Context: an optimization exercise on an open-source flow, tuned for small area, a short achievable clock period and few clock cycles. The choices shown serve that exercise and are no tape-out recipe. RTL that was checked went through simulation tests only; none was proved equivalent to the original. No activity file was given, so power comes from the tool's default toggle rates. No driver is modelled on the clock port, so clocking that relies on it looks cheaper here than on a real chip.

== run 1 ==
// spf
module spf (
    input  wire        clk,
    input  wire        rst,
    input  wire        cmd_valid,
    output wire        cmd_ready,
    input  wire [31:0] cmd_data,
    output wire        rsp_valid,
    input  wire        rsp_ready,
    output wire [31:0] rsp_data
);
    localparam [7:0] STX      = 8'h02;
    localparam [7:0] ETX      = 8'h03;
    localparam [7:0] POS_TYPE = 8'h01;
    localparam integer LM = 2;             
    localparam integer M  = 1 << LM;       
    localparam integer LB = 7 - LM;        
    localparam integer B  = 1 << LB;       
    localparam [3:0] RC_OK  = 4'h0;
    localparam [3:0] RC_OOR = 4'h1;
    localparam [3:0] RC_ILL = 4'h2;
    localparam [3:0] RC_NFY = 4'h3;
    localparam [3:0] RC_FOK = 4'h4;
    localparam [3:0] RC_CSM = 4'h5;
    localparam [1:0] ST_IDLE = 2'd0;
    localparam [1:0] ST_RESP = 2'd1;
    localparam [1:0] ST_WAIT = 2'd2;
    localparam [1:0] WK_APP   = 2'd0;      
    localparam [1:0] WK_PEEK  = 2'd1;      
    localparam [1:0] WK_READF = 2'd2;      
    localparam [1:0] WK_SCAN  = 2'd3;      
    localparam [3:0] E_SRCH = 4'd0;        
    localparam [3:0] E_H1   = 4'd1;        
    localparam [3:0] E_H2   = 4'd2;        
    localparam [3:0] E_H3   = 4'd3;        
    localparam [3:0] E_PAY  = 4'd4;        
    localparam [3:0] E_CK   = 4'd5;        
    localparam [3:0] E_ETX  = 4'd6;        
    localparam [3:0] E_DONE = 4'd7;        
    localparam [3:0] E_XC1  = 4'd8;        
    localparam [3:0] E_XC2  = 4'd9;        
    function [LM-1:0] slot_of;
        input [6:0] x;
        slot_of = {x[LM-2:0], 1'b0} + x[6:LB];
    endfunction
    reg  [LM-1:0] phs;                      
    reg  [1:0]    st;
    reg  [1:0]    wk;
    reg  [31:0]   rsp_q;
    reg  [7:0]    q8;                       
    reg  [7:0]    rpv;                      
    reg  [7:0]    wpv;                      
    reg  [15:0]   resync_cnt;
    reg           retain;
    reg           fv;                       
    reg  [6:0]    fs;                       
    reg  [7:0]    h_st, h_ty, h_len;
    reg  [LM:0]   cp;                       
    reg           pv0, pv1;
    reg  [5:0]    pa0, pa1;                 
  ...
For scale: roughly 5100 cells after synthesis, about 70 I/O pins.
==> flow/config.mk <==
export PLATFORM = sky130hd
export DESIGN_NAME = spf
export DESIGN_NICKNAME = spf
export VERILOG_FILES = /design/flow/design.v
export SDC_FILE = /design/flow/constraint.sdc
export NUM_CORES = 4
export LEC_CHECK = 0
export ABC_CLOCK_PERIOD_IN_PS = 5000
export CAP_MARGIN = 20
export CORE_MARGIN = 2
export CORE_UTILIZATION = 40
export SLEW_MARGIN = 20
==> flow/constraint.sdc <==
create_clock -name core_clock -period 12.0 [get_ports {clk}]
set_input_delay 2.4000 -clock core_clock [delete_from_list [all_inputs] [get_ports {clk}]]
set_output_delay 2.4000 -clock core_clock [all_outputs]
set_load 0.01 [all_outputs]
standard.sh (not shown) runs the stock make flow with config.mk's settings and CLKGATE_MAP_FILE= SYNTH_SCRIPT=/design/flow/synth_recipe.tcl, a recipe that flattens the netlist after the stock synthesis.
==> flow/flow/run.sh <==
#!/bin/bash
set -euo pipefail
export CTS_ARGS="-sink_clustering_enable -repair_clock_nets -dont_use_dummy_load -sink_clustering_size 30 -sink_clustering_max_diameter 100"
bash standard.sh SETUP_SLACK_MARGIN=7.0 finish > standard.log 2>&1
The following lists how run 2 was set up differently from run 1:
--- a/flow/design.v
+++ b/flow/design.v
@@ -105,26 +105,29 @@
     wire wrctrl_ok = (i_op == 4'h7) && !i_rsv && (i_arg[15:1] == 15'd0);
     wire fire    = cmd_valid && (st == ST_IDLE);
     wire waiting = (st == ST_WAIT);
     wire        peek_wait = waiting && (wk == WK_PEEK);
     wire [6:0]  w_idx = ridx;
     reg  [7:0]  w_byte;
     integer     k;
     always @(*) begin
         w_byte = 8'd0;
         for (k = 0; k < B; k = k + 1)
             w_byte = w_byte | (wtap[k*8 +: 8] & {8{w_idx[LB-1:0] == k}});
     end
+    reg  [6:0]  rf_nxi;                                 
+    reg  [6:0]  rf_nxa;                                 
     wire [6:0]  rf_in = fs + i_arg[6:0];                
-    wire [6:0]  f_idx = (st == ST_IDLE) ? rf_in : q8[6:0];
+    wire        rf_seq = (i_arg[6:0] == rf_nxi);
+    wire [6:0]  f_idx = (st == ST_IDLE) ? rf_nxa : q8[6:0];
     reg  [7:0]  f_byte;
     always @(*) begin
         f_byte = 8'd0;
         for (k = 0; k < B; k = k + 1)
             f_byte = f_byte | (ftap[k*8 +: 8] & {8{f_idx[LB-1:0] == k}});
     end
     wire        f_here = !copying && (phs == slot_of(f_idx));
     wire        b0_hit  = pv0 && (pa0 == w_idx[6:1]);
     wire        b1_hit  = pv1 && (pa1 == w_idx[6:1]);
     wire        w_byp   = w_idx[0] ? b1_hit : b0_hit;
     wire [7:0]  w_bypd  = w_idx[0] ? pd1 : pd0;
     wire        e_byp   = w_byp;
@@ -339,24 +342,26 @@
             else if (cons_in)
                 q8 <= i_arg[7:0];
             if (do_scan) begin
                 resync_cnt <= resync_cnt + {8'd0, e_r};
                 fv         <= (eph == E_DONE) && e_ok;
                 if (eph == E_DONE) begin
                     rpv <= e_cur;
                     if (e_ok) begin
                         h_st  <= e_st;
                         h_ty  <= e_ty;
                         h_len <= e_len;
                         fs    <= e_s[6:0];
+                        rf_nxi <= 7'd4;
+                        rf_nxa <= e_s[6:0] + 7'd4;
                         cp    <= M[LM:0];
                     end
                 end else if (eph == E_SRCH) begin
                     rpv <= (retain && (wpv != e_base)) ? wpv - 8'd1 : wpv;
                 end else begin
                     rpv <= e_base;
                 end
             end
             case (st)
                 ST_IDLE: begin
                     if (fire) begin
                         st    <= ST_RESP;
@@ -384,34 +389,36 @@
                                     st <= ST_WAIT;
                                     wk <= WK_PEEK;
                                     q8 <= {1'b0, rpv[6:0] + i_arg[6:0]};
                                 end
                             end
                             4'h4: if (cons_ok) begin
                                 if (i_arg > {8'd0, cnt})
                                     rsp_q <= {RC_OOR, 28'd0};
                                 else
                                     rsp_q <= {RC_OK, 28'd0};
                             end
                             4'h5: if (readf_ok) begin
+                                rf_nxi <= i_arg[6:0] + 7'd1;
+                                rf_nxa <= rf_in + 7'd1;
                                 if (!fv || i_arg >= {7'd0, flen6}) begin
                                     rsp_q <= {RC_OOR, 28'd0};
                                 end else if (i_arg[6:2] == 5'd0) begin
                                     case (i_arg[1:0])
                                         2'd0: rsp_q <= {RC_OK, 20'd0, STX};
                                         2'd1: rsp_q <= {RC_OK, 20'd0, h_st};
                                         2'd2: rsp_q <= {RC_OK, 20'd0, h_ty};
                                         default: rsp_q <= {RC_OK, 20'd0, h_len};
                                     endcase
-                                end else if (f_here) begin
+                                end else if (rf_seq && f_here) begin
                                     rsp_q <= {RC_OK, 20'd0, f_byte};
                                 end else begin
                                     st <= ST_WAIT;
                                     wk <= WK_READF;
                                     q8 <= {1'b0, rf_in};
                                 end
                             end
                             4'h6: if (rdreg_ok) begin
                                 case (i_arg[2:0])
                                     3'd0: rsp_q <= {RC_OK, 20'd0, cnt};
                                     3'd1: rsp_q <= {RC_OK, 28'd128};
                                     3'd2: rsp_q <= {RC_OK, 12'd0, resync_cnt};
[summary]
When the final numbers for run 1 and run 2 were put side by side, the placer's final routability congestion estimate turned out to be smaller in run 1.
Run 2 | status: complete | timing, DRC, antenna: pass
Clock transition at the registers of the reported paths essentially unchanged between run 2 and run 1.
Summary of run 2 over run 1: xor/xnor cell area share of the yosys netlist about even, number of resized instances in the post-cts repair step has decreased, area of all placed cells without fillers now sits lower, largest incremental delay on the critical path down 400 ps, minimum setup slack in the final design rose by 260 ps.
Post-synthesis to final-layout area growth in run 2 vs run 1: down 1.9 points
Run 2 against run 1: total power increased 4.3%; met2 wirelength from detailed routing moved down.
Run 2 vs run 1, critical path endpoint: rsp_valid vs rsp_q[2]
Testbench counts of run 2, summed over its fixed seeds: cycles 284,629.
No functional check of the RTL was part of run 1.

[what the ideal ports hide]
The results above use ideal ports. As a check the final layouts listed here were re-extracted and re-timed, cells and wires unchanged.
Step 1 sets driving cells, clkbuf_16 on the clock port and buf_2 on the other inputs (assumed; they add their load-dependent delay and slew).
Step 2 moves the port delays by t, midway between the first and last clock arrival at a register: inputs arrive t later, outputs are due t later. That takes back most of the time a late clock gives input paths.
Slacks: ideal ports / drivers / drivers and shift; pairs: ideal ports / drivers.
run | t, ns | setup WS [ns] | worst hold slack (ns) | worst setup path after step 2 | clock arrival spread, ns
run 1 | 0.805 | 6.459 / 6.510 / 5.705 | 0.250 / 0.250 / 0.250 | input to register | 0.109 / 0.110
run 2 | 0.814 | 6.717 / 6.671 / 6.255 | 0.267 / 0.267 / 0.267 | input to register | 0.121 / 0.121
After both steps setup and hold are still met in every run listed. The setup slack of run 1, which loses most, moves by +0.051 ns with the drivers and by -0.754 ns with both steps.
